Background: an optimization exercise with open tools, aiming at small area. Do not read the settings as production practice.
Function was checked by simulation only, so behaviour that the tests miss may differ from the original.
No activity file was given, so power comes from the tool's default toggle rates.

==> flow/config.mk <==
export PLATFORM = sky130hd
export DESIGN_NAME = psc_bridge
export DESIGN_NICKNAME = psc_bridge
export VERILOG_FILES = /design/flow/design.v
export SDC_FILE = /design/flow/constraint.sdc
export NUM_CORES = 4
export LEC_CHECK = 0
export ABC_AREA = 1
export CAP_MARGIN = 20
export CORE_MARGIN = 2
export CORE_UTILIZATION = 40
export SLEW_MARGIN = 20
==> flow/constraint.sdc <==
create_clock -name core_clock -period 10.0 [get_ports {clk}]
set_input_delay 2.0000 -clock core_clock [delete_from_list [all_inputs] [get_ports {clk}]]
set_output_delay 2.0000 -clock core_clock [all_outputs]
set_load 0.01 [all_outputs]
==> flow/design.v <==
module psc_cal_rom(addr, data);
  input [8:0] addr;
  wire [8:0] addr;
  output [7:0] data;
  wire [7:0] data;
  wire _000_;
  wire _001_;
  wire _002_;
  wire _003_;
  wire _004_;
  wire _005_;
  wire _006_;
  wire _007_;
  wire _008_;
  wire _009_;
  wire _010_;
  wire _011_;
  wire _012_;
  wire _013_;
  wire _014_;
  wire _015_;
  wire _016_;
  wire _017_;
  wire _018_;
  wire _019_;
  wire _020_;
  wire _021_;
  wire _022_;
  wire _023_;
  wire _024_;
  wire _025_;
  wire _026_;
  wire _027_;
  wire _028_;
  wire _029_;
  wire _030_;
  wire _031_;
  wire _032_;
  wire _033_;
  wire _034_;
  wire _035_;
  wire _036_;
  wire _037_;
  wire _038_;
  wire _039_;
  wire _040_;
  wire _041_;
  wire _042_;
  wire _043_;
  wire _044_;
  wire _045_;
  wire _046_;
  wire _047_;
  wire _048_;
  wire _049_;
  wire _050_;
  wire _051_;
  wire _052_;
  wire _053_;
  wire _054_;
  wire _055_;
  wire _056_;
  wire _057_;
  wire _058_;
  wire _059_;
  wire _060_;
  wire _061_;
  wire _062_;
  wire _063_;
  wire _064_;
  wire _065_;
  wire _066_;
  wire _067_;
  wire _068_;
  wire _069_;
  wire _070_;
  wire _071_;
  wire _072_;
  wire _073_;
  wire _074_;
  wire _075_;
  wire _076_;
  wire _077_;
  wire _078_;
  wire _079_;
  wire _080_;
  wire _081_;
  wire _082_;
  wire _083_;
  wire _084_;
  wire _085_;
  wire _086_;
  wire _087_;
  wire _088_;
  wire _089_;
  wire _090_;
  wire _091_;
  wire _092_;
  wire _093_;
  wire _094_;
  wire _095_;
  wire _096_;
  wire _097_;
  wire _098_;
  wire _099_;
  wire _100_;
  wire _101_;
  wire _102_;
  wire _103_;
  wire _104_;
  wire _105_;
  wire _106_;
  wire _107_;
  wire _108_;
  wire _109_;
  wire _110_;
  wire _111_;
  wire _112_;
  wire _113_;
  wire _114_;
  wire _115_;
  wire _116_;
  wire _117_;
  wire _118_;
  wire _119_;
  wire _120_;
  wire _121_;
  wire _122_;
  wire _123_;
  wire _124_;
  wire _125_;
  wire _126_;
  wire _127_;
  wire _128_;
  wire _129_;
  wire _130_;
  wire _131_;
  wire _132_;
  wire _133_;
  wire _134_;
  wire _135_;
  wire _136_;
  wire _137_;
  wire _138_;
  wire _139_;
  wire _140_;
  wire _141_;
  wire _142_;
  wire _143_;
  wire _144_;
  wire _145_;
  wire _146_;
  wire _147_;
  wire _148_;
  wire _149_;
  wire _150_;
  wire _151_;
  wire _152_;
  wire _153_;
  wire _154_;
  wire _155_;
  wire _156_;
  wire _157_;
  wire _158_;
  wire _159_;
  wire _160_;
  wire _161_;
  wire _162_;
  wire _163_;
  wire _164_;
  wire _165_;
  wire _166_;
  wire _167_;
  wire _168_;
  wire _169_;
  wire _170_;
  wire _171_;
  wire _172_;
  wire _173_;
  wire _174_;
  wire _175_;
  wire _176_;
  wire _177_;
  wire _178_;
  wire _179_;
  wire _180_;
  wire _181_;
  wire _182_;
  wire _183_;
  wire _184_;
  wire _185_;
  wire _186_;
  wire _187_;
  wire _188_;
  wire _189_;
  wire _190_;
  wire _191_;
  wire _192_;
  wire _193_;
  wire _194_;
  wire _195_;
  wire _196_;
  wire _197_;
  wire _198_;
  wire _199_;
  wire _200_;
  wire _201_;
  wire _202_;
  wire _203_;
  wire _204_;
  wire _205_;
  wire _206_;
  wire _207_;
  wire _208_;
  wire _209_;
  wire _210_;
  wire _211_;
  wire _212_;
  wire _213_;
  wire _214_;
  wire _215_;
  wire _216_;
  wire _217_;
  wire _218_;
  wire _219_;
  wire _220_;
  wire _221_;
  wire _222_;
  wire _223_;
  wire _224_;
  wire _225_;
  wire _226_;
  wire _227_;
  wire _228_;
  wire _229_;
  wire _230_;
  wire _231_;
  wire _232_;
  wire _233_;
  wire _234_;
  wire _235_;
  wire _236_;
  wire _237_;
  wire _238_;
  wire _239_;
  wire _240_;
  wire _241_;
  wire _242_;
  wire _243_;
  wire _244_;
  wire _245_;
  wire _246_;
  wire _247_;
  wire _248_;
  wire _249_;
  wire _250_;
  wire _251_;
  wire _252_;
  wire _253_;
  wire _254_;
  wire _255_;
  wire _256_;
  wire _257_;
  wire _258_;
  wire _259_;
  wire _260_;
  wire _261_;
  wire _262_;
  wire _263_;
  wire _264_;
  wire _265_;
  wire _266_;
  wire _267_;
  wire _268_;
  wire _269_;
  wire _270_;
  wire _271_;
  wire _272_;
  wire _273_;
  wire _274_;
  wire _275_;
  wire _276_;
  wire _277_;
  wire _278_;
  wire _279_;
  wire _280_;
  wire _281_;
  wire _282_;
  wire _283_;
  wire _284_;
  wire _285_;
  wire _286_;
  wire _287_;
  wire _288_;
  wire _289_;
  wire _290_;
  wire _291_;
  wire _292_;
  wire _293_;
  wire _294_;
  wire _295_;
  wire _296_;
  wire _297_;
  wire _298_;
  wire _299_;
  wire _300_;
  wire _301_;
  wire _302_;
  wire _303_;
  wire _304_;
  wire _305_;
  wire _306_;
  wire _307_;
  wire _308_;
  wire _309_;
  wire _310_;
  wire _311_;
  wire _312_;
  wire _313_;
  wire _314_;
  wire _315_;
  wire _316_;
  wire _317_;
  wire _318_;
  wire _319_;
  wire _320_;
  wire _321_;
  wire _322_;
  wire _323_;
  wire _324_;
  wire _325_;
  wire _326_;
  wire _327_;
  wire _328_;
  wire _329_;
  wire _330_;
  wire _331_;
  wire _332_;
  wire _333_;
  wire _334_;
  wire _335_;
  wire _336_;
  wire _337_;
  wire _338_;
  wire _339_;
  wire _340_;
  wire _341_;
  wire _342_;
  wire _343_;
  wire _344_;
  wire _345_;
  wire _346_;
  wire _347_;
  wire _348_;
  wire _349_;
  wire _350_;
  wire _351_;
  wire _352_;
  wire _353_;
  wire _354_;
  wire _355_;
  wire _356_;
  wire _357_;
  wire _358_;
  wire _359_;
  wire _360_;
  wire _361_;
  wire _362_;
  wire _363_;
  wire _364_;
  wire _365_;
  wire _366_;
  wire _367_;
  assign _079_ = 4'h1 >> addr[7:6];
  assign _090_ = 4'h8 >> { _079_, addr[8] };
  assign _100_ = 4'h2 >> addr[5:4];
  assign _111_ = 4'h8 >> { _100_, _090_ };
  assign _122_ = 4'h8 >> { _090_, addr[5] };
  assign _133_ = 4'h8 >> addr[4:3];
  assign _143_ = 4'h1 >> addr[4:3];
  assign _154_ = 4'h1 >> { _143_, _133_ };
  assign _165_ = 4'h1 >> { addr[2], addr[0] };
  assign _176_ = 4'h1 >> { _165_, addr[1] };
  assign _186_ = 4'h1 >> { _176_, _154_ };
  assign _197_ = 4'h1 >> { _186_, addr[0] };
  assign _208_ = 4'h2 >> { _197_, _122_ };
  assign _219_ = 4'h1 >> { _208_, _111_ };
  assign _229_ = 4'h8 >> { _133_, addr[5] };
  assign _240_ = 4'h8 >> { _229_, addr[0] };
  assign _250_ = 4'h8 >> addr[3:2];
  assign _261_ = 4'h8 >> { _250_, addr[0] };
  assign _272_ = 4'h8 >> { addr[0], addr[1] };
  assign _282_ = 4'h4 >> addr[4:3];
  assign _293_ = 4'h8 >> { _282_, _272_ };
  assign _304_ = 4'h1 >> { _293_, _261_ };
  assign _308_ = 4'h1 >> addr[3:2];
  assign _309_ = 4'h2 >> { addr[0], addr[1] };
  assign _310_ = 4'h8 >> { _309_, _308_ };
  assign _311_ = 4'h2 >> { _310_, _304_ };
  assign _312_ = 4'h4 >> { _311_, _240_ };
  assign _313_ = 4'h4 >> { _312_, _219_ };
  assign _314_ = 4'h1 >> { _308_, _250_ };
  assign _315_ = 4'h1 >> { _314_, addr[1] };
  assign _316_ = 4'h8 >> { _133_, addr[2] };
  assign _317_ = 4'h1 >> addr[8:7];
  assign _318_ = 4'h4 >> addr[6:5];
  assign _319_ = 4'h8 >> { _318_, _317_ };
  assign _320_ = 4'h4 >> { _319_, _316_ };
  assign _321_ = 4'h4 >> { _320_, _315_ };
  assign _322_ = 4'h2 >> { addr[4], addr[2] };
  assign _323_ = 4'h1 >> { addr[3], addr[0] };
  assign _324_ = 4'h8 >> { _323_, _322_ };
  assign _325_ = 4'h2 >> addr[4:3];
  assign _326_ = 4'h8 >> { _325_, _272_ };
  assign _327_ = 4'h1 >> { _326_, _324_ };
  assign _328_ = 4'h8 >> { _327_, _321_ };
  assign _329_ = 4'h1 >> { _328_, _313_ };
  assign _330_ = 4'h1 >> addr[6:5];
  assign _331_ = 4'h4 >> { _330_, addr[8] };
  assign _332_ = 4'h8 >> { _331_, addr[7] };
  assign _333_ = 4'h8 >> { addr[4], addr[0] };
  assign _334_ = 4'h8 >> { _309_, addr[2] };
  assign _335_ = 4'h1 >> addr[2:1];
  assign _336_ = 4'h1 >> { _335_, _334_ };
  assign _337_ = 4'h2 >> { _336_, addr[3] };
  assign _338_ = 4'h1 >> { _337_, _333_ };
  assign _339_ = 4'h2 >> { _338_, addr[1] };
  assign _340_ = 4'h2 >> { addr[3], addr[1] };
  assign _341_ = 4'h4 >> { _325_, addr[1] };
  assign _342_ = 4'h1 >> { _341_, _340_ };
  assign _343_ = 4'h1 >> { _342_, addr[2] };
  assign _344_ = 4'h4 >> { _282_, addr[0] };
  assign _345_ = 4'h1 >> { _344_, _250_ };
  assign _346_ = 4'h8 >> { _345_, addr[4] };
  assign _347_ = 4'h8 >> { addr[2], addr[0] };
  assign _348_ = 4'h1 >> { _347_, addr[4] };
  assign _349_ = 4'h1 >> { _348_, addr[1] };
  assign _350_ = 4'h4 >> { _349_, _346_ };
  assign _351_ = 4'h1 >> { _350_, _343_ };
  assign _352_ = 4'h4 >> { _351_, _339_ };
  assign _353_ = 4'h2 >> { _352_, _332_ };
  assign _354_ = 4'h2 >> { _353_, _329_ };
  assign _355_ = 4'h2 >> { _272_, addr[4] };
  assign _356_ = 4'h4 >> { _272_, addr[4] };
  assign _357_ = 4'h1 >> { _356_, _355_ };
  assign _358_ = 4'h4 >> addr[3:2];
  assign _359_ = 4'h1 >> { addr[3], addr[1] };
  assign _360_ = 4'h8 >> { _359_, _347_ };
  assign _361_ = 4'h1 >> { _360_, _358_ };
  assign _362_ = 4'h1 >> { _361_, _357_ };
  assign _363_ = 4'h8 >> { _358_, _309_ };
  assign _364_ = 4'h8 >> addr[2:1];
  assign _365_ = 4'h1 >> { _364_, _358_ };
  assign _366_ = 4'h2 >> { _365_, _333_ };
  assign _367_ = 4'h2 >> { _366_, addr[7] };
  assign _000_ = 4'h4 >> { addr[4], addr[2] };
  assign _001_ = 4'h8 >> { _000_, addr[1] };
  assign _002_ = 4'h1 >> { _001_, _367_ };
  assign _003_ = 4'h1 >> { _000_, _322_ };
  assign _004_ = 4'h4 >> { _003_, _250_ };
  assign _005_ = 4'h1 >> { _325_, addr[0] };
  assign _006_ = 4'h4 >> { _005_, _358_ };
  assign _007_ = 4'h4 >> { _006_, _004_ };
  assign _008_ = 4'h2 >> { _360_, _331_ };
  assign _009_ = 4'h4 >> { _008_, _007_ };
  assign _010_ = 4'h4 >> { _009_, _002_ };
  assign _011_ = 4'h4 >> { _314_, addr[1] };
  assign _012_ = 4'h4 >> { addr[0], addr[1] };
  assign _013_ = 4'h1 >> { _012_, _309_ };
  assign _014_ = 4'h8 >> { _013_, _357_ };
  assign _015_ = 4'h1 >> { _347_, _333_ };
  assign _016_ = 4'h4 >> { _015_, _014_ };
  assign _017_ = 4'h1 >> { _016_, _011_ };
  assign _018_ = 4'h8 >> { addr[4], addr[2] };
  assign _019_ = 4'h2 >> { _018_, _319_ };
  assign _020_ = 4'h4 >> { _019_, _017_ };
  assign _021_ = 4'h1 >> { _020_, _010_ };
  assign _022_ = 4'h1 >> { _021_, _363_ };
  assign _023_ = 4'h8 >> { _000_, _340_ };
  assign _024_ = 4'h1 >> { _023_, addr[5] };
  assign _025_ = 4'h4 >> { _024_, _022_ };
  assign _026_ = 4'h4 >> { _317_, addr[6] };
  assign _027_ = 4'h4 >> { _026_, _025_ };
  assign _028_ = 4'h4 >> { _027_, _362_ };
  assign _029_ = 4'h8 >> { _339_, addr[5] };
  assign _030_ = 4'h1 >> { addr[0], addr[1] };
  assign _031_ = 4'h4 >> { _030_, _143_ };
  assign _032_ = 4'h2 >> { _013_, _143_ };
  assign _033_ = 4'h1 >> { _032_, _031_ };
  assign _034_ = 4'h1 >> { _033_, addr[2] };
  assign _035_ = 4'h1 >> { _034_, _250_ };
  assign _036_ = 4'h4 >> { _035_, _029_ };
  assign _037_ = 4'h1 >> { _036_, _261_ };
  assign _038_ = 4'h2 >> { _037_, _028_ };
  assign data[6] = 4'h2 >> { _038_, _354_ };
  assign _039_ = 4'h1 >> { addr[4], addr[0] };
  assign _040_ = 4'h8 >> { _039_, _358_ };
  assign _041_ = 4'h1 >> { addr[4], addr[1] };
  assign _042_ = 4'h1 >> { _347_, _165_ };
  assign _043_ = 4'h2 >> { _042_, _041_ };
  assign _044_ = 4'h8 >> { _003_, addr[3] };
  assign _045_ = 4'h8 >> { _044_, _030_ };
  assign _046_ = 4'h1 >> { _045_, _043_ };
  assign _047_ = 4'h8 >> { _143_, addr[1] };
  assign _048_ = 4'h1 >> { _047_, _315_ };
  assign _049_ = 4'h4 >> { _322_, addr[1] };
  assign _050_ = 4'h1 >> { _049_, _100_ };
  assign _051_ = 4'h4 >> { _050_, _003_ };
  assign _052_ = 4'h8 >> { _051_, _048_ };
  assign _053_ = 4'h1 >> { _324_, _293_ };
  assign _054_ = 4'h4 >> { _053_, _052_ };
  assign _055_ = 4'h8 >> { _054_, _027_ };
  assign _056_ = 4'h1 >> { _309_, addr[3] };
  assign _057_ = 4'h8 >> { _056_, _000_ };
  assign _058_ = 4'h8 >> { _309_, _133_ };
  assign _059_ = 4'h1 >> { _058_, _047_ };
  assign _060_ = 4'h8 >> { _059_, _122_ };
  assign _061_ = 4'h4 >> { _060_, _057_ };
  assign _062_ = 4'h1 >> { _061_, _055_ };
  assign _063_ = 4'h2 >> { _062_, _046_ };
  assign _064_ = 4'h2 >> { _325_, addr[0] };
  assign _065_ = 4'h4 >> { _064_, addr[2] };
  assign _066_ = 4'h2 >> { _065_, _345_ };
  assign _067_ = 4'h1 >> { _066_, addr[1] };
  assign _068_ = 4'h1 >> { _047_, _316_ };
  assign _069_ = 4'h2 >> { _068_, addr[2] };
  assign _070_ = 4'h8 >> { _332_, _304_ };
  assign _071_ = 4'h4 >> { _070_, _069_ };
  assign _072_ = 4'h4 >> { _071_, _067_ };
  assign _073_ = 4'h1 >> { _072_, _063_ };
  assign _074_ = 4'h4 >> { _340_, addr[2] };
  assign _075_ = 4'h2 >> { _013_, _314_ };
  assign _076_ = 4'h1 >> { _075_, _074_ };
  assign _077_ = 4'h4 >> { _076_, _250_ };
  assign _078_ = 4'h2 >> { _365_, _111_ };
  assign _080_ = 4'h4 >> { _078_, _077_ };
  assign _081_ = 4'h2 >> { _080_, _073_ };
  assign _082_ = 4'h1 >> { _081_, _040_ };
  assign _083_ = 4'h4 >> { _325_, _309_ };
  assign _084_ = 4'h1 >> { _340_, addr[2] };
  assign _085_ = 4'h4 >> { _084_, _083_ };
  assign _086_ = 4'h8 >> { addr[3], addr[0] };
  assign _087_ = 4'h1 >> { _086_, _323_ };
  assign _088_ = 4'h4 >> { _087_, _308_ };
  assign _089_ = 4'h1 >> { _309_, addr[4] };
  assign _091_ = 4'h8 >> { _089_, _365_ };
  assign _092_ = 4'h4 >> { _091_, _088_ };
  assign _093_ = 4'h1 >> { _092_, _085_ };
  assign _094_ = 4'h2 >> { _093_, _319_ };
  assign _095_ = 4'h8 >> { _321_, _282_ };
  assign _096_ = 4'h8 >> { _095_, _364_ };
  assign _097_ = 4'h1 >> { _096_, _094_ };
  assign data[5] = 4'h4 >> { _097_, _082_ };
  assign _098_ = 4'h2 >> { _340_, addr[0] };
  assign _099_ = 4'h8 >> { _098_, _154_ };
  assign _101_ = 4'h1 >> { _099_, _058_ };
  assign _102_ = 4'h2 >> { _101_, addr[2] };
  assign _103_ = 4'h1 >> { _359_, _165_ };
  assign _104_ = 4'h2 >> { _103_, _348_ };
  assign _105_ = 4'h2 >> { _104_, addr[5] };
  assign _106_ = 4'h4 >> { _105_, _102_ };
  assign _107_ = 4'h2 >> { _106_, _027_ };
  assign _108_ = 4'h1 >> { _336_, addr[4] };
  assign _109_ = 4'h4 >> { _108_, _165_ };
  assign _110_ = 4'h2 >> { _039_, _358_ };
  assign _112_ = 4'h1 >> { _110_, _109_ };
  assign _113_ = 4'h2 >> { _112_, _319_ };
  assign _114_ = 4'h2 >> { _308_, addr[1] };
  assign _115_ = 4'h8 >> { _114_, _087_ };
  assign _116_ = 4'h1 >> { _087_, addr[2] };
  assign _117_ = 4'h2 >> { _116_, _111_ };
  assign _118_ = 4'h4 >> { _117_, _115_ };
  assign _119_ = 4'h1 >> { _118_, _096_ };
  assign _120_ = 4'h4 >> { _004_, addr[1] };
  assign _121_ = 4'h2 >> { _030_, _358_ };
  assign _123_ = 4'h2 >> { _121_, _332_ };
  assign _124_ = 4'h2 >> { _012_, _250_ };
  assign _125_ = 4'h4 >> { _124_, _005_ };
  assign _126_ = 4'h2 >> { _322_, _309_ };
  assign _127_ = 4'h8 >> { _126_, _154_ };
  assign _128_ = 4'h1 >> { _127_, _125_ };
  assign _129_ = 4'h8 >> { _128_, _123_ };
  assign _130_ = 4'h4 >> { _129_, _120_ };
  assign _131_ = 4'h8 >> { _000_, _309_ };
  assign _132_ = 4'h1 >> { _131_, _324_ };
  assign _134_ = 4'h8 >> { _132_, _122_ };
  assign _135_ = 4'h8 >> { _003_, _272_ };
  assign _136_ = 4'h2 >> { _087_, _335_ };
  assign _137_ = 4'h1 >> { _136_, _135_ };
  assign _138_ = 4'h8 >> { _137_, _134_ };
  assign _139_ = 4'h8 >> { _138_, _046_ };
  assign _140_ = 4'h1 >> { _139_, _130_ };
  assign _141_ = 4'h8 >> { _140_, _119_ };
  assign _142_ = 4'h4 >> { _141_, _113_ };
  assign data[4] = 4'h4 >> { _142_, _107_ };
  assign _144_ = 4'h4 >> { _332_, addr[3] };
  assign _145_ = 4'h8 >> { _144_, _354_ };
  assign _146_ = 4'h1 >> { _145_, _027_ };
  assign _147_ = 4'h4 >> { _014_, addr[3] };
  assign _148_ = 4'h1 >> { _364_, _340_ };
  assign _149_ = 4'h4 >> { _148_, _012_ };
  assign _150_ = 4'h2 >> { _149_, _044_ };
  assign _151_ = 4'h2 >> { _150_, _050_ };
  assign _152_ = 4'h4 >> { _151_, _147_ };
  assign _153_ = 4'h1 >> { _152_, _146_ };
  assign _155_ = 4'h4 >> { _108_, _064_ };
  assign _156_ = 4'h4 >> { _359_, _348_ };
  assign _157_ = 4'h1 >> { _156_, _057_ };
  assign _158_ = 4'h4 >> { _157_, _155_ };
  assign _159_ = 4'h2 >> { _158_, _319_ };
  assign _160_ = 4'h8 >> { _076_, _111_ };
  assign _161_ = 4'h2 >> { _039_, _359_ };
  assign _162_ = 4'h1 >> { _161_, _337_ };
  assign _163_ = 4'h1 >> { _162_, _240_ };
  assign _164_ = 4'h1 >> { _308_, _133_ };
  assign _166_ = 4'h2 >> { _164_, _332_ };
  assign _167_ = 4'h4 >> { _039_, addr[2] };
  assign _168_ = 4'h8 >> { _167_, addr[1] };
  assign _169_ = 4'h4 >> { _347_, _143_ };
  assign _170_ = 4'h2 >> { _169_, _122_ };
  assign _171_ = 4'h4 >> { _170_, _168_ };
  assign _172_ = 4'h1 >> { _171_, _166_ };
  assign _173_ = 4'h1 >> { _172_, _163_ };
  assign _174_ = 4'h1 >> { _173_, _160_ };
  assign _175_ = 4'h4 >> { _174_, _159_ };
  assign data[3] = 4'h4 >> { _175_, _153_ };
  assign _177_ = 4'h4 >> { _073_, addr[3] };
  assign _178_ = 4'h2 >> { _073_, addr[3] };
  assign _179_ = 4'h2 >> { _178_, _329_ };
  assign _180_ = 4'h4 >> { _179_, _177_ };
  assign _181_ = 4'h4 >> { _000_, addr[0] };
  assign _182_ = 4'h1 >> { _181_, _074_ };
  assign _183_ = 4'h8 >> { _182_, _122_ };
  assign _184_ = 4'h1 >> { _183_, _111_ };
  assign _185_ = 4'h2 >> { _308_, addr[4] };
  assign _187_ = 4'h1 >> { _064_, _362_ };
  assign _188_ = 4'h1 >> { _187_, _185_ };
  assign _189_ = 4'h1 >> { _013_, _334_ };
  assign _190_ = 4'h4 >> { _189_, _188_ };
  assign _191_ = 4'h1 >> { _190_, _184_ };
  assign _192_ = 4'h4 >> { _191_, _180_ };
  assign _193_ = 4'h1 >> { _131_, _133_ };
  assign _194_ = 4'h2 >> { _193_, addr[5] };
  assign _195_ = 4'h8 >> { _322_, _272_ };
  assign _196_ = 4'h1 >> { _195_, _194_ };
  assign _198_ = 4'h4 >> { _149_, _000_ };
  assign _199_ = 4'h2 >> { _005_, _335_ };
  assign _200_ = 4'h4 >> { _199_, addr[3] };
  assign _201_ = 4'h1 >> { _200_, _198_ };
  assign _202_ = 4'h8 >> { _201_, _196_ };
  assign _203_ = 4'h8 >> { _202_, _027_ };
  assign _204_ = 4'h1 >> { _155_, _086_ };
  assign _205_ = 4'h1 >> { _204_, addr[1] };
  assign _206_ = 4'h2 >> { _068_, addr[0] };
  assign _207_ = 4'h2 >> { _018_, _309_ };
  assign _209_ = 4'h4 >> { _207_, _314_ };
  assign _210_ = 4'h1 >> { _209_, _206_ };
  assign _211_ = 4'h4 >> { _210_, _205_ };
  assign _212_ = 4'h2 >> { _211_, _332_ };
  assign _213_ = 4'h8 >> { _041_, addr[0] };
  assign _214_ = 4'h1 >> { _181_, addr[2] };
  assign _215_ = 4'h1 >> { _214_, _213_ };
  assign _216_ = 4'h2 >> { _215_, _083_ };
  assign _217_ = 4'h1 >> { _216_, _109_ };
  assign _218_ = 4'h2 >> { _217_, _319_ };
  assign _220_ = 4'h1 >> { _218_, _095_ };
  assign _221_ = 4'h4 >> { _220_, _212_ };
  assign _222_ = 4'h4 >> { _221_, _203_ };
  assign data[2] = 4'h4 >> { _222_, _192_ };
  assign _223_ = 4'h2 >> { _165_, addr[4] };
  assign _224_ = 4'h4 >> { _223_, _088_ };
  assign _225_ = 4'h1 >> { _167_, addr[1] };
  assign _226_ = 4'h4 >> { _225_, _224_ };
  assign _227_ = 4'h1 >> { _226_, _114_ };
  assign _228_ = 4'h1 >> { _227_, _195_ };
  assign _230_ = 4'h2 >> { _228_, _122_ };
  assign _231_ = 4'h2 >> { _223_, _056_ };
  assign _232_ = 4'h8 >> { _018_, addr[1] };
  assign _233_ = 4'h1 >> { _232_, _040_ };
  assign _234_ = 4'h4 >> { _233_, _231_ };
  assign _235_ = 4'h2 >> { _234_, _027_ };
  assign _236_ = 4'h1 >> { _235_, _230_ };
  assign _237_ = 4'h4 >> { _118_, addr[2] };
  assign _238_ = 4'h8 >> { _250_, _111_ };
  assign _239_ = 4'h8 >> { _340_, addr[0] };
  assign _241_ = 4'h8 >> { _239_, _122_ };
  assign _242_ = 4'h1 >> { _241_, _238_ };
  assign _243_ = 4'h4 >> { _242_, _237_ };
  assign _244_ = 4'h4 >> { _243_, _022_ };
  assign data[1] = 4'h8 >> { _244_, _236_ };
  assign _245_ = 4'h1 >> { _088_, addr[1] };
  assign _246_ = 4'h1 >> { _364_, addr[4] };
  assign _247_ = 4'h4 >> { _246_, _245_ };
  assign _248_ = 4'h8 >> { _333_, _308_ };
  assign _249_ = 4'h8 >> { _250_, addr[1] };
  assign _251_ = 4'h4 >> { _249_, _039_ };
  assign _252_ = 4'h1 >> { _251_, _248_ };
  assign _253_ = 4'h4 >> { _252_, _247_ };
  assign _254_ = 4'h2 >> { _253_, _027_ };
  assign _255_ = 4'h8 >> { _355_, _308_ };
  assign _256_ = 4'h1 >> { _255_, _169_ };
  assign _257_ = 4'h1 >> { _256_, _012_ };
  assign _258_ = 4'h1 >> { _323_, _282_ };
  assign _259_ = 4'h4 >> { _258_, _341_ };
  assign _260_ = 4'h4 >> { _259_, _088_ };
  assign _262_ = 4'h2 >> { _260_, _320_ };
  assign _263_ = 4'h1 >> { _018_, _143_ };
  assign _264_ = 4'h4 >> { _263_, _041_ };
  assign _265_ = 4'h4 >> { _264_, _086_ };
  assign _266_ = 4'h2 >> { _213_, _332_ };
  assign _267_ = 4'h4 >> { _266_, _265_ };
  assign _268_ = 4'h1 >> { _267_, _262_ };
  assign _269_ = 4'h1 >> { _268_, _257_ };
  assign _270_ = 4'h1 >> { _269_, _254_ };
  assign _271_ = 4'h1 >> { _270_, _045_ };
  assign _273_ = 4'h1 >> { _358_, addr[1] };
  assign _274_ = 4'h4 >> { _273_, _236_ };
  assign _275_ = 4'h8 >> { _264_, _309_ };
  assign _276_ = 4'h2 >> { _275_, _122_ };
  assign _277_ = 4'h2 >> { _124_, _111_ };
  assign _278_ = 4'h4 >> { _277_, _011_ };
  assign _279_ = 4'h1 >> { _278_, _276_ };
  assign _280_ = 4'h1 >> { _279_, _188_ };
  assign _281_ = 4'h4 >> { _280_, _274_ };
  assign data[0] = 4'h1 >> { _281_, _271_ };
  assign _283_ = 4'h1 >> { _048_, addr[0] };
  assign _284_ = 4'h1 >> { _133_, addr[5] };
  assign _285_ = 4'h1 >> { _284_, _229_ };
  assign _286_ = 4'h2 >> { _285_, addr[0] };
  assign _287_ = 4'h8 >> { _286_, _048_ };
  assign _288_ = 4'h1 >> { _287_, _283_ };
  assign _289_ = 4'h8 >> { _288_, _028_ };
  assign _290_ = 4'h4 >> { _111_, addr[1] };
  assign _291_ = 4'h1 >> { _290_, _319_ };
  assign _292_ = 4'h4 >> { _231_, _176_ };
  assign _294_ = 4'h1 >> { _292_, _250_ };
  assign _295_ = 4'h4 >> { _294_, _291_ };
  assign _296_ = 4'h1 >> { _031_, _344_ };
  assign _297_ = 4'h8 >> { _296_, _215_ };
  assign _298_ = 4'h2 >> { _199_, _332_ };
  assign _299_ = 4'h4 >> { _298_, _297_ };
  assign _300_ = 4'h1 >> { _299_, _295_ };
  assign _301_ = 4'h1 >> { _300_, _255_ };
  assign _302_ = 4'h2 >> { _185_, _176_ };
  assign _303_ = 4'h1 >> { _127_, _316_ };
  assign _305_ = 4'h4 >> { _303_, _302_ };
  assign _306_ = 4'h2 >> { _305_, _122_ };
  assign _307_ = 4'h1 >> { _306_, _301_ };
  assign data[7] = 4'h4 >> { _307_, _289_ };
endmodule
module psc_mapper (
  input  wire [7:0]  b,
  input  wire        mode,
  output reg  [7:0]  btn0,
  output reg  [7:0]  btn1,
  output reg  [7:0]  btn2
);
  always @(*) begin
    btn0 = 8'h00;
    btn1 = 8'h00;
    btn2 = 8'h00;
    if (!mode) begin
      btn1[0] = b[0];
      btn1[3] = b[1];
      btn1[2] = b[2];
      btn1[1] = b[3];
      btn2[1] = b[4];
      btn2[2] = b[5];
      btn2[0] = b[6];
      btn2[3] = b[7];
    end else begin
      btn1[5] = b[0];
      btn2[6] = b[1];
      btn0[6] = b[2];
      btn1[4] = b[3];
      btn0[1] = b[4];
      btn0[3] = b[5];
      btn0[2] = b[6];
      btn0[0] = b[7];
    end
  end
endmodule
module psc_bridge (
  input  wire        clk,
  input  wire        rst,           
  output wire        idle,          
  input  wire        cmd_valid,
  input  wire [7:0]  cmd_data,
  input  wire        cmd_last,
  output wire        cmd_ready,
  input  wire        tick,
  output wire        out_valid,
  output wire [7:0]  out_data,
  output wire        out_last,
  input  wire        out_ready,
  output wire        led,
  input  wire        mode,
  input  wire [31:0] millis,
  input  wire [7:0]  rand_data,
  output wire        rand_req,
  output wire        bus_sel_n,
  output wire        bus_req,
  output wire [7:0]  bus_tx,        
  input  wire        bus_done,
  input  wire [7:0]  bus_rx,        
  input  wire        bus_ack
);
  localparam [2:0] S_IDLE = 3'd0,
                   S_RECV = 3'd1,
                   S_EXEC = 3'd2,
                   S_RAND = 3'd3,
                   S_SEND = 3'd4,
                   S_BUS  = 3'd5;
  localparam [1:0] K_IGN  = 2'd0,    
                   K_HS   = 2'd1,    
                   K_SUB  = 2'd2,    
                   K_POLL = 2'd3;    
  localparam [5:0] HS_BASE  = 6'd60,
                   SUB_BASE = 6'd45;
  function [7:0] rev8;
    input [7:0] b;
    integer k;
    begin
      for (k = 0; k < 8; k = k + 1)
        rev8[k] = b[7-k];
    end
  endfunction
  reg [2:0]  state;
  reg [1:0]  kind;
  reg [5:0]  cnt;         
  reg        enable;
  reg        id_valid;
  reg        led_r;
  reg        dual;        
  reg [47:0] id;          
  reg [2:0]  ph;          
  reg        have;        
  reg [7:0]  s0;          
  reg [7:0]  s1;          
  reg [7:0]  s2;          
  reg [7:0]  s3;          
  reg [7:0]  s4;          
  wire st_idle = (state == S_IDLE);
  wire st_recv = (state == S_RECV);
  wire st_exec = (state == S_EXEC);
  wire st_rand = (state == S_RAND);
  wire st_send = (state == S_SEND);
  wire st_bus  = (state == S_BUS);
  wire is_hs   = (kind == K_HS);
  wire is_sub  = (kind == K_SUB);
  wire is_poll = (kind == K_POLL);
  wire sel01 = (s0 == 8'h01);
  wire sel02 = (s0 == 8'h02);
  wire sel03 = (s0 == 8'h03);
  wire sel04 = (s0 == 8'h04);
  wire sel10 = (s0 == 8'h10);
  wire sel11 = (s0 == 8'h11);
  wire sel12 = (s0 == 8'h12);
  wire sel21 = (s0 == 8'h21);
  wire sel30 = (s0 == 8'h30);
  wire [7:0] rx  = rev8(bus_rx);
  wire [7:0] src = st_bus ? ~rx : cmd_data;
  wire       cal_ok = (s2 == 8'h60) || (s2 == 8'h80);
  wire [7:0] rom_byte;
  psc_cal_rom u_rom (
    .addr ({s2[7], s1}),
    .data (rom_byte)
  );
  wire [7:0] cal_byte = cal_ok ? rom_byte : 8'hFF;
  wire [7:0] btn0, btn1, btn2;
  psc_mapper u_map (
    .b    (s4),
    .mode (mode),
    .btn0 (btn0),
    .btn1 (btn1),
    .btn2 (btn2)
  );
  wire [3:0] pc  = cnt[3:0];           
  wire       c0  = (cnt == 6'd0);
  wire       lo6 = (cnt <= 6'd5);      
  wire       hdr = (cnt >= 6'd45);     
  reg [7:0] kbyte;                     
  always @(*) begin
    kbyte = 8'h00;
    case (kind)
      K_HS: begin
        if (cnt == 6'd60) kbyte = 8'h81;
        if (cnt == 6'd63) kbyte = 8'h03;
      end
      K_SUB: begin
        case (cnt)
          6'd45: kbyte = 8'h21;
          6'd47: kbyte = 8'h91;
          6'd52: kbyte = 8'h08;
          6'd53: kbyte = 8'h80;
          6'd55: kbyte = 8'h08;
          6'd56: kbyte = 8'h80;
          6'd58: kbyte = sel01 ? 8'h81 : sel02 ? 8'h82 : sel04 ? 8'h83 :
                         sel10 ? 8'h90 : sel21 ? 8'hA0 : 8'h80;
          6'd60: kbyte = (sel01 || sel02) ? 8'h03 : sel21 ? 8'h01 : 8'h00;
          6'd61: kbyte = sel02 ? 8'h48 : 8'h00;
          6'd62: kbyte = sel02 ? 8'h03 : sel21 ? 8'hFF : 8'h00;
          6'd63: kbyte = sel02 ? 8'h02 : 8'h00;
          6'd0:  kbyte = sel21 ? 8'h03 : 8'h00;
          6'd2:  kbyte = sel21 ? 8'h05 : 8'h00;
          6'd3:  kbyte = sel21 ? 8'h01 : 8'h00;
          6'd6:  kbyte = sel02 ? 8'h01 : 8'h00;
          6'd7:  kbyte = sel02 ? 8'h01 : 8'h00;
          default: kbyte = 8'h00;
        endcase
      end
      K_POLL: begin
        if (pc == 4'd0) kbyte = 8'h30;
        if (pc == 4'd2) kbyte = 8'h91;
      end
      default: ;
    endcase
  end
  wire f_id  = lo6 && (is_hs || (is_sub && sel02));
  wire f_s0  = (is_hs && cnt == 6'd61) || (is_sub && cnt == 6'd59);
  wire f_s1  = is_sub && sel10 && cnt == 6'd60;
  wire f_s2  = (is_sub && sel10 && cnt == 6'd61) ||
               (is_poll && dual && pc == 4'd11);
  wire f_s3  = f_id || (is_sub && sel10 && c0) ||
               (is_poll && dual && pc == 4'd8);
  wire f_cal = is_sub && sel10 && !c0 && !hdr;
  wire f_ms  = is_poll && pc == 4'd1;
  wire f_b0  = is_poll && pc == 4'd3;
  wire f_b1  = is_poll && pc == 4'd4;
  wire f_b2  = is_poll && pc == 4'd5;
  wire f_n1h = is_poll && dual && pc == 4'd6;     
  wire f_n1l = is_poll && dual && pc == 4'd7;     
  wire f_n0h = is_poll && dual && pc == 4'd9;
  wire f_n0l = is_poll && dual && pc == 4'd10;
  wire [7:0] obyte = kbyte
                   | ({8{f_s0}}  & s0)
                   | ({8{f_s1}}  & s1)
                   | ({8{f_s2}}  & s2)
                   | ({8{f_s3}}  & s3)
                   | ({8{f_cal}} & cal_byte)
                   | ({8{f_ms}}  & millis[7:0])
                   | ({8{f_b0}}  & btn0)
                   | ({8{f_b1}}  & btn1)
                   | ({8{f_b2}}  & btn2)
                   | {{4{f_n1h}} & ~s1[3:0], {4{f_n1l}} & ~s1[7:4]}
                   | {{4{f_n0h}} & ~s0[3:0], {4{f_n0l}} & ~s0[7:4]};
  wire flash_last = (cnt == 6'd44) || (!hdr && s3 == {2'b00, cnt});
  wire olast = is_hs  ? (sel01 ? (cnt == 6'd5) : (cnt == 6'd61)) :
               is_sub ? ((sel01 || sel11 || sel12) ? (cnt == 6'd60) :
                         sel02 ? (cnt == 6'd7) :
                         sel10 ? flash_last :
                         sel21 ? (cnt == 6'd3) : (cnt == 6'd59)) :
               (cnt == 6'd63);
  wire id_grab = st_send && f_id && !have && (ph == cnt[2:0]);
  wire out_v   = st_send && (!f_id || have);
  wire take    = out_v && out_ready;
  always @(posedge clk) begin
    if (rst) begin
      state    <= S_IDLE;
      enable   <= 1'b0;
      id_valid <= 1'b0;
      led_r    <= 1'b0;
    end else begin
      case (state)
        S_IDLE: begin
          cnt <= 6'd0;
          if (cmd_valid) begin
            kind  <= (cmd_data == 8'h80) ? K_HS :
                     (cmd_data == 8'h01) ? K_SUB : K_IGN;
            state <= cmd_last ? S_EXEC : S_RECV;
          end else if (tick && enable) begin
            kind  <= K_POLL;
            state <= S_BUS;
          end
        end
        S_RECV: begin
          if (cmd_valid) begin
            cnt <= cnt + 6'd1;
            if (cmd_last)
              state <= S_EXEC;
          end
        end
        S_EXEC: begin
          cnt   <= is_sub ? SUB_BASE : HS_BASE;
          state <= S_IDLE;
          if (is_hs && !c0) begin                   
            if (sel01)
              state <= id_valid ? S_SEND : S_RAND;
            else if (sel02 || sel03)
              state <= S_SEND;
            else if (sel04)
              enable <= 1'b1;
          end else if (is_sub && cnt >= 6'd16) begin   
            if (sel30)
              led_r <= ~led_r;
            state <= (sel02 && !id_valid) ? S_RAND : S_SEND;
          end
        end
        S_RAND: begin
          if (ph == 3'd5) begin
            id_valid <= 1'b1;
            state    <= S_SEND;
          end
        end
        S_SEND: begin
          if (take) begin
            if (olast)
              state <= S_IDLE;
            else
              cnt <= cnt + 6'd1;
          end
        end
        S_BUS: begin
          if (bus_done) begin
            cnt <= cnt + 6'd1;
            if (!bus_ack) begin
              state <= S_IDLE;
            end else if (cnt == 6'd1) begin
              dual <= (rx == 8'h73);
              if (rx != 8'h41 && rx != 8'h73)
                state <= S_IDLE;
            end else if (cnt == 6'd6 || (cnt == 6'd2 && !dual)) begin
              cnt   <= 6'd0;
              state <= S_SEND;
            end
          end
        end
        default: state <= S_IDLE;
      endcase
    end
  end
  always @(posedge clk) begin
    id <= {id[39:0], st_rand ? rand_data : id[47:40]};
    ph <= ((st_exec && !id_valid) || ph == 3'd5) ? 3'd0 : ph + 3'd1;
    have <= !rst && !take && (have || id_grab);
  end
  wire cap  = st_recv && cmd_valid;
  wire xchg = st_bus && bus_done && bus_ack;
  wire ld0 = (cap && ((is_hs && c0) || (is_sub && cnt == 6'd9))) ||
             (xchg && cnt == 6'd3);
  wire ld1 = (cap && is_sub && cnt == 6'd10) || (xchg && cnt == 6'd5);
  wire ld2 = (cap && is_sub && cnt == 6'd11) || (xchg && cnt == 6'd4);
  wire ld3 = (cap && is_sub && cnt == 6'd14) || (xchg && cnt == 6'd6);
  wire ld4 = xchg && cnt == 6'd2;
  always @(posedge clk) begin
    if (ld0) s0 <= src;
    if (ld1) s1 <= src;
    else if (take && f_cal && s1 != 8'hFF) s1 <= s1 + 8'd1;
    if (ld2) s2 <= src;
    if (ld3) s3 <= src;
    else if (id_grab) s3 <= id[47:40];
    if (ld4) s4 <= src;
  end
  assign idle      = st_idle;
  assign cmd_ready = st_idle || st_recv;
  assign out_valid = out_v;
  assign out_data  = obyte;
  assign out_last  = olast;
  assign led       = led_r;
  assign rand_req  = st_rand;
  assign bus_sel_n = ~st_bus;
  assign bus_req   = st_bus;
  assign bus_tx    = {c0, cnt == 6'd1, 4'h0, cnt == 6'd1, 1'b0};
endmodule
==> flow/run.sh <==
#!/bin/bash
# synth_recipe.tcl (not shown) runs the flow's synth.tcl, then flattens the netlist and writes it again
# the make line also repeats each setting of config.mk as NAME=value (left out here)
make -C /OpenROAD-flow-scripts/flow DESIGN_CONFIG=/design/flow/config.mk WORK_HOME=/design/flow/orfs CLKGATE_MAP_FILE= SYNTH_SCRIPT=/design/flow/synth_recipe.tcl finish
==> qor.tcl, run 1 <==
set qor(detailedRoute.firstIterationViolations) 826
set qor(final_max_slew_viol_count) 0
set qor(avgRoutedWirePerCell_um) 20.78
set qor(cp_data_required_time_ns) 8.00
set qor(globalplace.congestion) 0.9955
set qor(via_count) 7187
set qor(worstMarginPinSlew_ns) 0.9532
set qor(timing_worst_setup_path_type) {reg2out}
set qor(fmax_mhz) 161.0
set qor(area_of_the_core_um2) 17300
set qor(layout.cells.most_common_list) {sky130_fd_sc_hd__nand2_1 (237), sky130_fd_sc_hd__inv_1 (138), sky130_fd_sc_hd__nor2_1 (93)}
set qor(largest_net_degree_at_the_start_of_global_routing) 23
set qor(cts_htree_levels) 3
set qor(synthesis.area_per_instance_um2) 7.148
set qor(timing_hold_violations_final) 0
set qor(portBuffers) 59
set qor(drc_errors) 0
set qor(number_of_flops_mapped_to_enable_cells_by_yosys) 49
set qor(irDropWorstVdd_uv) 138.5
set qor(drt-vias-per-instance) 5.646
set qor(yosys_register_bits) 107
set qor(diodes) 0
set qor(netlist_instances) 990
set qor(grt_setup_unrepaired) {no}
set qor(detail_route.wirelength_um) 26450
set qor(timing.hold.worst.class) {reg2reg}
set qor(powerDensity_nw_per_um2) 164.7
set qor(synth_top_area_cell) {sky130_fd_sc_hd__edfxtp_1}
set qor(maximum_clock_insertion_buffer_count) 2
set qor(max_stage_delay_ns) 0.59
set qor(critPathLaunchType) {register}
set qor(final_common_cell) {sky130_fd_sc_hd__nand2_1}
set qor(outcome) {complete, no violations}
set qor(leakagePower_nw) 3.513
set qor(die_area_um2) 18770
set qor(final.fill_count) 1809
set qor(cts_inserted_buffers) 9
set qor(first_global_vias) 6636
set qor(ys_seq_area_share_pct) 37.20
set qor(timing.slew.headroom_pct) 35.76
set qor(hold_buffers) 0
set qor(firstDrtPassIters) 6
set qor(die_w_um) 137.0
set qor(max-cap-violations) 0
set qor(synthesized_cell_area_um2) 7077
set qor(fin_setup_tns_ns) 0
set qor(clock_sinks) 107
set qor(post_synth_num_cell_types) 58
set qor(cts-root-buf) {sky130_fd_sc_hd__clkbuf_16}
set qor(drtAntennaViolNets) 0
set qor(timing.critical_path.mode_cell) {sky130_fd_sc_hd__nand2_1}
set qor(globalRoute.totalOverflow) 0
set qor(grt_antenna_before_repair) 0
set qor(final_layout_size_suffix_gt1_share_pct) 6.870
set qor(part_of_the_cycle_the_worst_path_needs_pct) 62.10
set qor(worst_slack_ns) 3.790
set qor(crit_path_end_kind) {output pin}
set qor(die_y_um) 137.0
set qor(cts_repair_resize_count) 0
set qor(worstPathCellList) {buf_4 > clkinv_1 > ha_1 > inv_1 > nand2_1 > nand3b_1 > nand2_1 > nand3_1 > nand2_1 > nand2_1 > nand2_1 > nand3_1 > nand2_1 > nand2_1 > nand2_1 > nand2_1 > nand3_1 > nand2_1 > nand2_1 > nand2_1 > nand2_1 > nand2_1 > clkdlybuf4s50_1}
set qor(worst_path_max_delay_cell) {sky130_fd_sc_hd__ha_1}
set qor(nets) 1135
set qor(worst_setup_hold_path_clk_slew_ns) 0.08
set qor(ys_warn_count) 2
set qor(worst_clock_skew_ns) 0.01126
set qor(floorplan.initialDensity_pct) 40.91
set qor(track_usage_pct) 28.67
set qor(area_growth_pct) 15.35
set qor(cp_data_arrival_time_ns) 4.21
set qor(core.rowCount) 48
set qor(post-synth-top-area-fraction_pct) 20.79
set qor(final-setup-viol-count) 0
set qor(finalCriticalPeriod_ns) 6.210
set qor(post_cts.repair.setup_buffers) 0
set qor(cts_tree) {done}
set qor(io_count) 89
set qor(asyncSetResetFlopFracSynth_pct) 0
set qor(clk_latency_ns) 0.35
set qor(worst-path-buf-inv) 4
set qor(dp.final_hpwl_um) 21070
set qor(critical_path.max_fanout) 16
set qor(grt_first_pass_wirelength_um) 39990
set qor(leading_register_cell_type_out_of_synthesis) {sky130_fd_sc_hd__dfxtp_1}
set qor(synth_top_cells_by_area) {sky130_fd_sc_hd__edfxtp_1 (21%), sky130_fd_sc_hd__dfxtp_1 (16%), sky130_fd_sc_hd__nand2_1 (13%)}
set qor(crit_family) {simple AND/OR/NAND/NOR gates}
set qor(dp_slack_ns) 3.836
[sequential cells by signal (all words and copies together), names as in the netlist, 2 cells and up]
register  count
cnt           6
s0            8
state         3
id           48
s2            8
ph            3
s4            8
s3            8
s1            8
kind          2
[metrics by stage]
step           cells  instance area [um2]  total power, mW  hold slack (ns)  util (%)
5_1_grt         1273                 8163            1.415           0.3331     47.19
4_1_cts         1272                 8155            1.346           0.3302     47.15
3_3_place_gp    1256                 7846           0.9859           0.3101     45.36
2_1_floorplan    994                 7092           0.8332           0.3096         -
3_5_place_dp    1256                 7846           0.9853           0.3121     45.36
6_report        1273                 8163            1.345           0.3294     47.19
[Yosys cell counts (9+ instances only)]
master and count:
sky130_fd_sc_hd__inv_2 14, sky130_fd_sc_hd__o22ai_1 13, sky130_fd_sc_hd__nand2_1 237, sky130_fd_sc_hd__edfxtp_1 49, sky130_fd_sc_hd__buf_2 9, sky130_fd_sc_hd__inv_1 138
sky130_fd_sc_hd__nor3_1 26, sky130_fd_sc_hd__ha_1 27, sky130_fd_sc_hd__o21ai_0 81, sky130_fd_sc_hd__a31oi_1 11, sky130_fd_sc_hd__nor2_2 9, sky130_fd_sc_hd__nand3_1 47
sky130_fd_sc_hd__dfxtp_1 58, sky130_fd_sc_hd__nor2_1 93, sky130_fd_sc_hd__xor2_1 11, sky130_fd_sc_hd__nor4_1 9, sky130_fd_sc_hd__a21oi_1 42, sky130_fd_sc_hd__nand4_1 12
[routing by layer]
layer  wire [um]  track usage [%]  vias to the layer above
met1       12570            43.30                     3350
met5           0                0                        -
li1            -                -                     3423
met4         612            8.247                        0
met2       10820            40.52                      369
met3        2452            6.333                       45
[cells by family after synthesis]
family	after synthesis	share of synthesized area [%]
other cells	1	0.05299
simple gates	456	28.18
flops	107	37.20
xor+xnor	14	1.733
buf+inv	179	10.20
mux	1	0.1591
compound gates	205	17.70
fa+ha+maj	27	4.774
[report_power, final]
group	total (mW)	internal [mW]	switching, mW
clock	0.361	0.182	0.179
sequential	0.593	0.535	0.0578
combinational	0.391	0.141	0.251
[final cells by class]
cell class / count / area, um2 / share of cell area [%]
Clock inverter: 7 / 83.83 / 1.027
Clock buffer: 9 / 225.2 / 2.759
Sequential cell: 107 / 2633 / 32.25
Multi-Input combinational cell: 708 / 3737 / 45.78
Tap cell: 225 / 281.5 / 3.449
Timing Repair Buffer: 64 / 628.1 / 7.695
Inverter: 153 / 574.3 / 7.036
[final timing paths]
path | start | endpoint | slack (ns) | cells past startpoint
setup / recovery | s1[0] | out_data[2] | 3.79 | 23
hold / removal | id[34] | id[42] | 0.33 | 0
setup reg to reg | cnt[1] | cnt[4] | 6.67 | 12
hold reg to reg | id[34] | id[42] | 0.33 | 0
==> run 2, diff against run 1 <==
==> flow/flow/run.sh (new file) <==
#!/bin/bash
# Layout flow: the standard flow (standard.sh: the standard synthesis
# and ORFS steps, unchanged), with one change: the buffers that ORFS puts on
# every input and output port are the smallest buffer cell (buf_1) instead
# of the cell buffer_ports picks by default. The whole output of the flow
# goes to standard.log in this folder; ORFS's per-step logs stay under
# orfs/logs/.
export BUFFER_PORTS_ARGS="-buffer_cell sky130_fd_sc_hd__buf_1"
bash standard.sh > standard.log 2>&1
==> flow/standard.sh (new file) <==
#!/bin/bash
# synth_recipe.tcl (not shown) runs the flow's synth.tcl, then flattens the netlist and writes it again
# the make line also repeats each setting of config.mk as NAME=value (left out here)
make -C /OpenROAD-flow-scripts/flow DESIGN_CONFIG=/design/flow/config.mk WORK_HOME=/design/flow/orfs CLKGATE_MAP_FILE= SYNTH_SCRIPT=/design/flow/synth_recipe.tcl "${@:-finish}"
--- a/flow/config.mk
+++ b/flow/config.mk
@@ -11,2 +11,3 @@
 export CORE_UTILIZATION = 40
+export CTS_BUF_LIST = sky130_fd_sc_hd__clkbuf_8
 export SLEW_MARGIN = 20
removed: flow/run.sh
==> qor.tcl, run 2 <==
set qor(cts_tree) {done}
set qor(rr_endpoint) {cnt[1]}
set qor(final-seq-area_um2) 2633
set qor(detailedRoute.firstIterationViolations) 794
set qor(whs_ns) 0.3242
set qor(postLayoutCoreUtil_pct) 44.36
set qor(number_of_flops_mapped_to_enable_cells_by_yosys) 49
set qor(avgRoutedWirePerCell_um) 20.16
set qor(critical_path.max_fanout) 16
set qor(worst-r2r-cell-count) 12
set qor(synth_xor_area_share_pct) 1.733
set qor(timing_hold_violations_final) 0
set qor(final_layout_size_suffix_gt1_share_pct) 6.507
set qor(yosys_register_bits) 107
set qor(die_w_um) 137.0
set qor(clk_latency_ns) 0.38
set qor(core.rowCount) 48
set qor(part_of_the_cycle_the_worst_path_needs_pct) 60.54
set qor(synth-compound-area-share_pct) 17.70
set qor(globalplace.congestion) 1.004
set qor(firstDrtPassIters) 5
set qor(synth.most_common_cell) {sky130_fd_sc_hd__nand2_1}
set qor(grt_first_pass_wirelength_um) 39180
set qor(worst_clock_skew_ns) 0.01730
set qor(track_usage_pct) 27.97
set qor(cts_inserted_buffers) 9
set qor(worstMarginPinSlew_ns) 1.104
set qor(synth_top_cells_by_area) {sky130_fd_sc_hd__edfxtp_1 (21%), sky130_fd_sc_hd__dfxtp_1 (16%), sky130_fd_sc_hd__nand2_1 (13%)}
set qor(cts_htree_levels) 3
set qor(area_of_the_core_um2) 17300
set qor(powerDensity_nw_per_um2) 158.9
set qor(leading_register_cell_type_out_of_synthesis) {sky130_fd_sc_hd__dfxtp_1}
set qor(synth-simple-area-share_pct) 28.18
set qor(portBuffers) 59
set qor(irDropWorstVdd_uv) 137.6
set qor(registers.top_by_ff_count) {id}
set qor(final.fill_count) 1839
set qor(diodes) 0
set qor(post_synth_num_cell_types) 58
set qor(dp.final_hpwl_um) 20610
set qor(ys_top_cells_by_count) {sky130_fd_sc_hd__nand2_1 (237), sky130_fd_sc_hd__inv_1 (138), sky130_fd_sc_hd__nor2_1 (93)}
set qor(drc_errors) 0
set qor(synthesized_cell_area_um2) 7077
set qor(grt_setup_unrepaired) {no}
set qor(hold_buffers) 0
set qor(finalCriticalPeriod_ns) 6.054
set qor(detail_route.wirelength_um) 25600
set qor(holdCritStartpoint) {id[34]}
set qor(cp_data_arrival_time_ns) 4.05
set qor(post-synth-top-area-fraction_pct) 20.79
set qor(maximum_clock_insertion_buffer_count) 2
set qor(post_cts.repair.setup_buffers) 0
set qor(die_area_um2) 18770
set qor(max-cap-violations) 0
set qor(io_count) 89
set qor(timing_worst_setup_path_type) {reg2out}
set qor(hold_path_depth) 0
set qor(drtAntennaViolNets) 0
set qor(drt-vias-per-instance) 5.702
set qor(largest_net_degree_at_the_start_of_global_routing) 21
set qor(grt_antenna_before_repair) 0
set qor(asyncSetResetFlopFracSynth_pct) 0
set qor(timing.hold.worst.class) {reg2reg}
set qor(layoutNonFillerInstCount) 1270
set qor(final-setup-viol-count) 0
set qor(rrSetupSlack_ns) 6.71
set qor(fmax_mhz) 165.2
set qor(die_y_um) 137.0
set qor(cts_repair_resize_count) 0
set qor(critPathLaunchType) {register}
set qor(placed_cells) 1254
set qor(ys_seq_area_share_pct) 37.20
set qor(first_global_vias) 6679
set qor(crit_path_end_kind) {output pin}
set qor(globalRoute.totalOverflow) 0
set qor(synth_fa_ha_area_share_pct) 4.774
set qor(largest_register_ff_count) 48
set qor(synth_mux_area_share_pct) 0.1591
set qor(via_count) 7242
set qor(outcome) {complete, no violations}
set qor(final_common_cell) {sky130_fd_sc_hd__nand2_1}
set qor(ys_warn_count) 2
set qor(clock_sinks) 107
set qor(layout.cells.most_common_list) {sky130_fd_sc_hd__nand2_1 (237), sky130_fd_sc_hd__inv_1 (139), sky130_fd_sc_hd__nor2_1 (93)}
set qor(netlist_instances) 990
set qor(leakagePower_nw) 3.302
set qor(synthesis.area_per_instance_um2) 7.148
set qor(worstHoldEndpoint) {id[42]}
set qor(area_growth_pct) 8.434
set qor(multiInputGateArea_um2) 3737
set qor(synth_top_family_by_area) {simple AND/OR/NAND/NOR gates}
set qor(final_max_slew_viol_count) 0
set qor(worst_r2r_src) {cnt[1]}
set qor(nets) 1132
set qor(timing.slew.headroom_pct) 26.41
set qor(fin_setup_tns_ns) 0
set qor(p_total_mw) 1.219
set qor(synth_top_area_cell) {sky130_fd_sc_hd__edfxtp_1}
set qor(cts-root-buf) {sky130_fd_sc_hd__clkbuf_8}
set qor(floorplan.initialDensity_pct) 40.91
set qor(cp_data_required_time_ns) 8.00
set qor(worst_setup_hold_path_clk_slew_ns) 0.11
[run 2: stage by stage]
stage / setup slack [ns] / area (um2)
finish: 3.946 / 7674
global route: 3.652 / 7674
CTS: 4.055 / 7674
detailed placement: 4.506 / 7462
global placement: 4.435 / 7462
floorplan: 4.988 / 7092
[run 2: power breakdown]
| group | internal, mW | switching [mW] |
|---|---|---|
| combinational | 0.106 | 0.249 |
| clock | 0.120 | 0.152 |
| sequential | 0.535 | 0.0566 |
| total | 0.761 | 0.458 |
[run 2: layout make-up]
class,count,area share (%)
clock buffer,9,1.614
clock inverter,7,1.141
inverter,153,7.484
multi-input combinational,708,48.70
sequential,107,34.31
tap,225,3.669
timing repair buffer,61,3.082
[run 2: worst max-delay path: stages, from the launching register on]
cell and delay, ns:
sky130_fd_sc_hd__edfxtp_1 0.82, sky130_fd_sc_hd__clkinv_1 0.61, sky130_fd_sc_hd__ha_1 0.54, sky130_fd_sc_hd__inv_1 0.10, sky130_fd_sc_hd__nand2_1 0.13, sky130_fd_sc_hd__nand3b_1 0.09, sky130_fd_sc_hd__nand2_1 0.08, sky130_fd_sc_hd__nand3_1 0.09
sky130_fd_sc_hd__nand2_1 0.10, sky130_fd_sc_hd__nand2_1 0.07, sky130_fd_sc_hd__nand2_1 0.09, sky130_fd_sc_hd__nand3_1 0.09, sky130_fd_sc_hd__nand2_1 0.07, sky130_fd_sc_hd__nand2_1 0.07, sky130_fd_sc_hd__nand2_1 0.11, sky130_fd_sc_hd__nand2_1 0.06
sky130_fd_sc_hd__nand3_1 0.11, sky130_fd_sc_hd__nand2_1 0.08, sky130_fd_sc_hd__nand2_1 0.06, sky130_fd_sc_hd__nand2_1 0.05, sky130_fd_sc_hd__nand2_1 0.09, sky130_fd_sc_hd__nand2_1 0.05, sky130_fd_sc_hd__buf_1 0.12
[run 2: worst max path at each step]
stage | slack, ns | endpoint | start | cells after the start
after CTS | 4.06 | out_data[2] | s1[0] | 22
after detailed placement | 4.51 | out_data[2] | mode | 8
final | 3.95 | out_data[2] | s1[0] | 22
after global routing | 3.65 | out_data[2] | s1[0] | 22
after floorplan | 4.99 | out_data[2] | mode | 7
after global placement | 4.44 | out_data[2] | s1[0] | 22
[run 2: kinds of logic after synthesis]
kind of cell             after synthesis
flip-flops                           107
multiplexers                           1
XOR/XNOR                              14
AND/OR/NAND/NOR                      456
adder cells (fa/ha/maj)               27
buffers and inverters                179
other                                  1
AO/OA/AOI/OAI                        205
[run 2: metal layers]
layer	part of all wire [%]	global-route usage, %	vias up
met5	0	0	-
met4	2.0	7.789	0
met2	41	40.80	421
met1	46	40.83	3366
met3	11	6.963	42
li1	-	-	3413
==> run 3, diff against run 2 <==
==> flow/flow/run.sh (replaced) <==
#!/bin/bash
# Layout flow: the standard flow (standard.sh: the standard synthesis
# and the ORFS steps, unchanged) with two settings changed:
#  - the buffers ORFS puts on every input and output port are the smallest
#    buffer cell (buf_1), not the cell buffer_ports picks by default;
#  - clock tree synthesis uses clkbuf_8 and inserts no dummy loads (its
#    other arguments are ORFS's defaults).
# The whole output of the flow goes to standard.log in this folder; ORFS's
# per-step logs stay under orfs/logs/.
export BUFFER_PORTS_ARGS="-buffer_cell sky130_fd_sc_hd__buf_1"
export CTS_ARGS="-sink_clustering_enable -repair_clock_nets -buf_list sky130_fd_sc_hd__clkbuf_8 -dont_use_dummy_load"
bash standard.sh > standard.log 2>&1
==> qor.tcl, run 3 <==
set qor(netlist_instances) 990
set qor(cts_tree) {done}
set qor(ys_warn_count) 2
set qor(outcome) {complete, no violations}
set qor(timing.hold.worst.class) {reg2reg}
set qor(diodes) 0
set qor(worst_r2r_src) {cnt[1]}
set qor(floorplan.initialDensity_pct) 40.91
set qor(ys_top_cells_by_count) {sky130_fd_sc_hd__nand2_1 (237), sky130_fd_sc_hd__inv_1 (138), sky130_fd_sc_hd__nor2_1 (93)}
set qor(asyncSetResetFlopFracSynth_pct) 0
set qor(timing_worst_setup_path_type) {reg2out}
set qor(final_layout_size_suffix_gt1_share_pct) 5.973
set qor(globalplace.congestion) 1.004
set qor(post_cts.repair.setup_buffers) 0
set qor(leading_register_cell_type_out_of_synthesis) {sky130_fd_sc_hd__dfxtp_1}
set qor(worst_clock_skew_ns) 0.03862
set qor(fin_setup_tns_ns) 0
set qor(grt_most_used_layer) {met2}
set qor(portBuffers) 59
set qor(cts_htree_levels) 3
set qor(drt-vias-per-instance) 5.709
set qor(maximum_clock_insertion_buffer_count) 2
set qor(worstMarginPinSlew_ns) 1.101
set qor(synthesis.area_per_instance_um2) 7.148
set qor(nets) 1132
set qor(io_count) 89
set qor(critical_path.max_fanout) 16
set qor(layout.cells.most_common_list) {sky130_fd_sc_hd__nand2_1 (237), sky130_fd_sc_hd__inv_1 (138), sky130_fd_sc_hd__nor2_1 (93)}
set qor(registers.top_by_ff_count) {id}
set qor(track_usage_pct) 27.95
set qor(worst_slack_ns) 4.031
set qor(first_global_vias) 6681
set qor(met3_usage_pct) 7.074
set qor(part_of_the_cycle_the_worst_path_needs_pct) 59.69
set qor(detail_route.wirelength_um) 25630
set qor(rrSetupSlack_ns) 6.77
set qor(irDropWorstVdd_uv) 138.0
set qor(clk_latency_ns) 0.37
set qor(synth_top_area_cell) {sky130_fd_sc_hd__edfxtp_1}
set qor(worst-r2r-cell-count) 12
set qor(post-synth-top-area-fraction_pct) 20.79
set qor(finalCriticalPeriod_ns) 5.969
set qor(via_count) 7210
set qor(number_of_flops_mapped_to_enable_cells_by_yosys) 49
set qor(grtUsageMet1_pct) 40.65
set qor(die_w_um) 137.0
set qor(grt_antenna_before_repair) 0
set qor(holdCritStartpoint) {id[34]}
set qor(synth_top_cells_by_area) {sky130_fd_sc_hd__edfxtp_1 (21%), sky130_fd_sc_hd__dfxtp_1 (16%), sky130_fd_sc_hd__nand2_1 (13%)}
set qor(avgRoutedWirePerCell_um) 20.29
set qor(drc_errors) 0
set qor(dp.final_hpwl_um) 20610
set qor(synthesized_cell_area_um2) 7077
set qor(max-cap-violations) 0
set qor(cts-root-buf) {sky130_fd_sc_hd__clkbuf_8}
set qor(timing.slew.headroom_pct) 26.59
set qor(drtAntennaViolNets) 0
set qor(cts_inserted_buffers) 9
set qor(cp_data_required_time_ns) 8.00
set qor(area_of_the_core_um2) 17300
set qor(critPathLaunchType) {register}
set qor(detailedRoute.firstIterationViolations) 742
set qor(cts_repair_resize_count) 0
set qor(clock_sinks) 107
set qor(globalRoute.totalOverflow) 0
set qor(core.rowCount) 48
set qor(post_synth_num_cell_types) 58
set qor(largest_register_ff_count) 48
set qor(die_area_um2) 18770
set qor(ys_seq_area_share_pct) 37.20
set qor(largest_net_degree_at_the_start_of_global_routing) 21
set qor(crit_path_end_kind) {output pin}
set qor(powerDensity_nw_per_um2) 151.7
set qor(synth.most_common_cell) {sky130_fd_sc_hd__nand2_1}
set qor(yosys_register_bits) 107
set qor(fmax_mhz) 167.5
set qor(final.fill_count) 1846
set qor(timing_hold_violations_final) 0
set qor(grt_first_pass_wirelength_um) 39140
set qor(final_common_cell) {sky130_fd_sc_hd__nand2_1}
set qor(multiInputGateArea_um2) 3737
set qor(leakagePower_nw) 3.257
set qor(die_y_um) 137.0
set qor(worstHoldEndpoint) {id[42]}
set qor(hold_buffers) 0
set qor(final_max_slew_viol_count) 0
set qor(cp_data_arrival_time_ns) 3.97
set qor(rr_endpoint) {cnt[4]}
set qor(final-seq-area_um2) 2633
set qor(worst_setup_hold_path_clk_slew_ns) 0.10
set qor(firstDrtPassIters) 6
set qor(grt.met2_usage_pct) 40.69
set qor(grt_setup_unrepaired) {no}
set qor(dp_slack_ns) 4.506
set qor(hold_path_depth) 0
set qor(area_growth_pct) 7.196
set qor(final-setup-viol-count) 0
## run 3: cell counts after synthesis
No cell type changed its count.
## run 3: worst max path at each step
stage                              to  start
after floorplan           out_data[2]   mode
final                     out_data[2]  s1[0]
after detailed placement  out_data[2]   mode
after CTS                 out_data[2]  s1[0]
after global routing      out_data[2]  s1[0]
after global placement    out_data[2]  s1[0]
## run 3: cell families (layout without fill, tap and decap cells)
family | count (synthesis) | count (layout) | share of synthesized area, %
other cells | 1 | 5 | 0.05299
xor+xnor | 14 | 14 | 1.733
buf+inv | 179 | 223 | 10.20
compound gates | 205 | 205 | 17.70
flops | 107 | 107 | 37.20
simple gates | 456 | 456 | 28.18
mux | 1 | 1 | 0.1591
fa+ha+maj | 27 | 27 | 4.774
## run 3: worst max-delay path: stages (launching register included)
cell and delay (ns):
sky130_fd_sc_hd__edfxtp_1 0.79, sky130_fd_sc_hd__clkinv_1 0.60, sky130_fd_sc_hd__ha_1 0.54, sky130_fd_sc_hd__inv_1 0.10
sky130_fd_sc_hd__nand2_1 0.13, sky130_fd_sc_hd__nand3b_1 0.09, sky130_fd_sc_hd__nand2_1 0.07, sky130_fd_sc_hd__nand3_1 0.08
sky130_fd_sc_hd__nand2_1 0.10, sky130_fd_sc_hd__nand2_1 0.07, sky130_fd_sc_hd__nand2_1 0.09, sky130_fd_sc_hd__nand3_1 0.09
sky130_fd_sc_hd__nand2_1 0.07, sky130_fd_sc_hd__nand2_1 0.07, sky130_fd_sc_hd__nand2_1 0.11, sky130_fd_sc_hd__nand2_1 0.06
sky130_fd_sc_hd__nand3_1 0.10, sky130_fd_sc_hd__nand2_1 0.08, sky130_fd_sc_hd__nand2_1 0.06, sky130_fd_sc_hd__nand2_1 0.05
sky130_fd_sc_hd__nand2_1 0.09, sky130_fd_sc_hd__nand2_1 0.05, sky130_fd_sc_hd__buf_1 0.12
## run 3: area by class of cell
| type | count | area share, % |
|---|---|---|
| flip-flops and latches | 107 | 34.70 |
| inverters | 153 | 7.571 |
| multi-input cells | 708 | 49.27 |
| well taps | 225 | 3.711 |
| clock buffers | 9 | 1.633 |
| repair buffers | 61 | 3.117 |
## run 3: metal layers
metal / share of wire, % / routed length, um
met1: 46 / 11690
met2: 41 / 10620
met3: 11 / 2734
met4: 2.3 / 583
met5: 0 / 0
## run 3: metrics by stage
stage | utilization, % | hold WS, ns | cells | cell area [um2] | power (mW)
4_1_cts | 43.86 | 0.3110 | 1263 | 7586 | 1.155
6_report | 43.86 | 0.3064 | 1263 | 7586 | 1.151
5_1_grt | 43.86 | 0.3111 | 1263 | 7586 | 1.225
3_5_place_dp | 43.14 | 0.3121 | 1254 | 7462 | 0.9475
2_1_floorplan | - | 0.3096 | 994 | 7092 | 0.8332
3_3_place_gp | 43.14 | 0.3100 | 1254 | 7462 | 0.9468
## run 3: where the power goes
part / switching (mW) / internal, mW
registers: 0.0569 / 0.535
clock network: 0.124 / 0.0811
logic: 0.248 / 0.106

port drivers added, routing unchanged:
No port has a modelled driver above. Below, the same layouts with a new extraction and two added sets of constraints.
Step 1, drivers: a clkbuf_16 drives clk and a buf_2 each remaining input, both assumed.
Step 2 adds t to the input delays and takes it off the output delays; t is the mean of the earliest and latest rising clock arrival at the registers after step 1. Input paths then give back, and output paths get back, about the clock's delay inside the block.
Slacks: no drivers / after step 1 / after step 2; pairs: no drivers / after step 1.
| run | t (ns) | slack for setup (ns) | worst data-port slew with drivers (ns) |
|---|---|---|---|
| run 1 | 0.386 | 3.790 / 3.751 / 3.751 | 0.06 |
| run 2 | 0.404 | 3.946 / 3.910 / 4.314 | 0.05 |
| run 3 | 0.387 | 4.031 / 3.997 / 4.384 | 0.05 |
After both steps setup and hold are still met in every run listed. The setup slack of run 1, which loses most, moves by -0.039 ns with the drivers and by -0.039 ns with both steps.
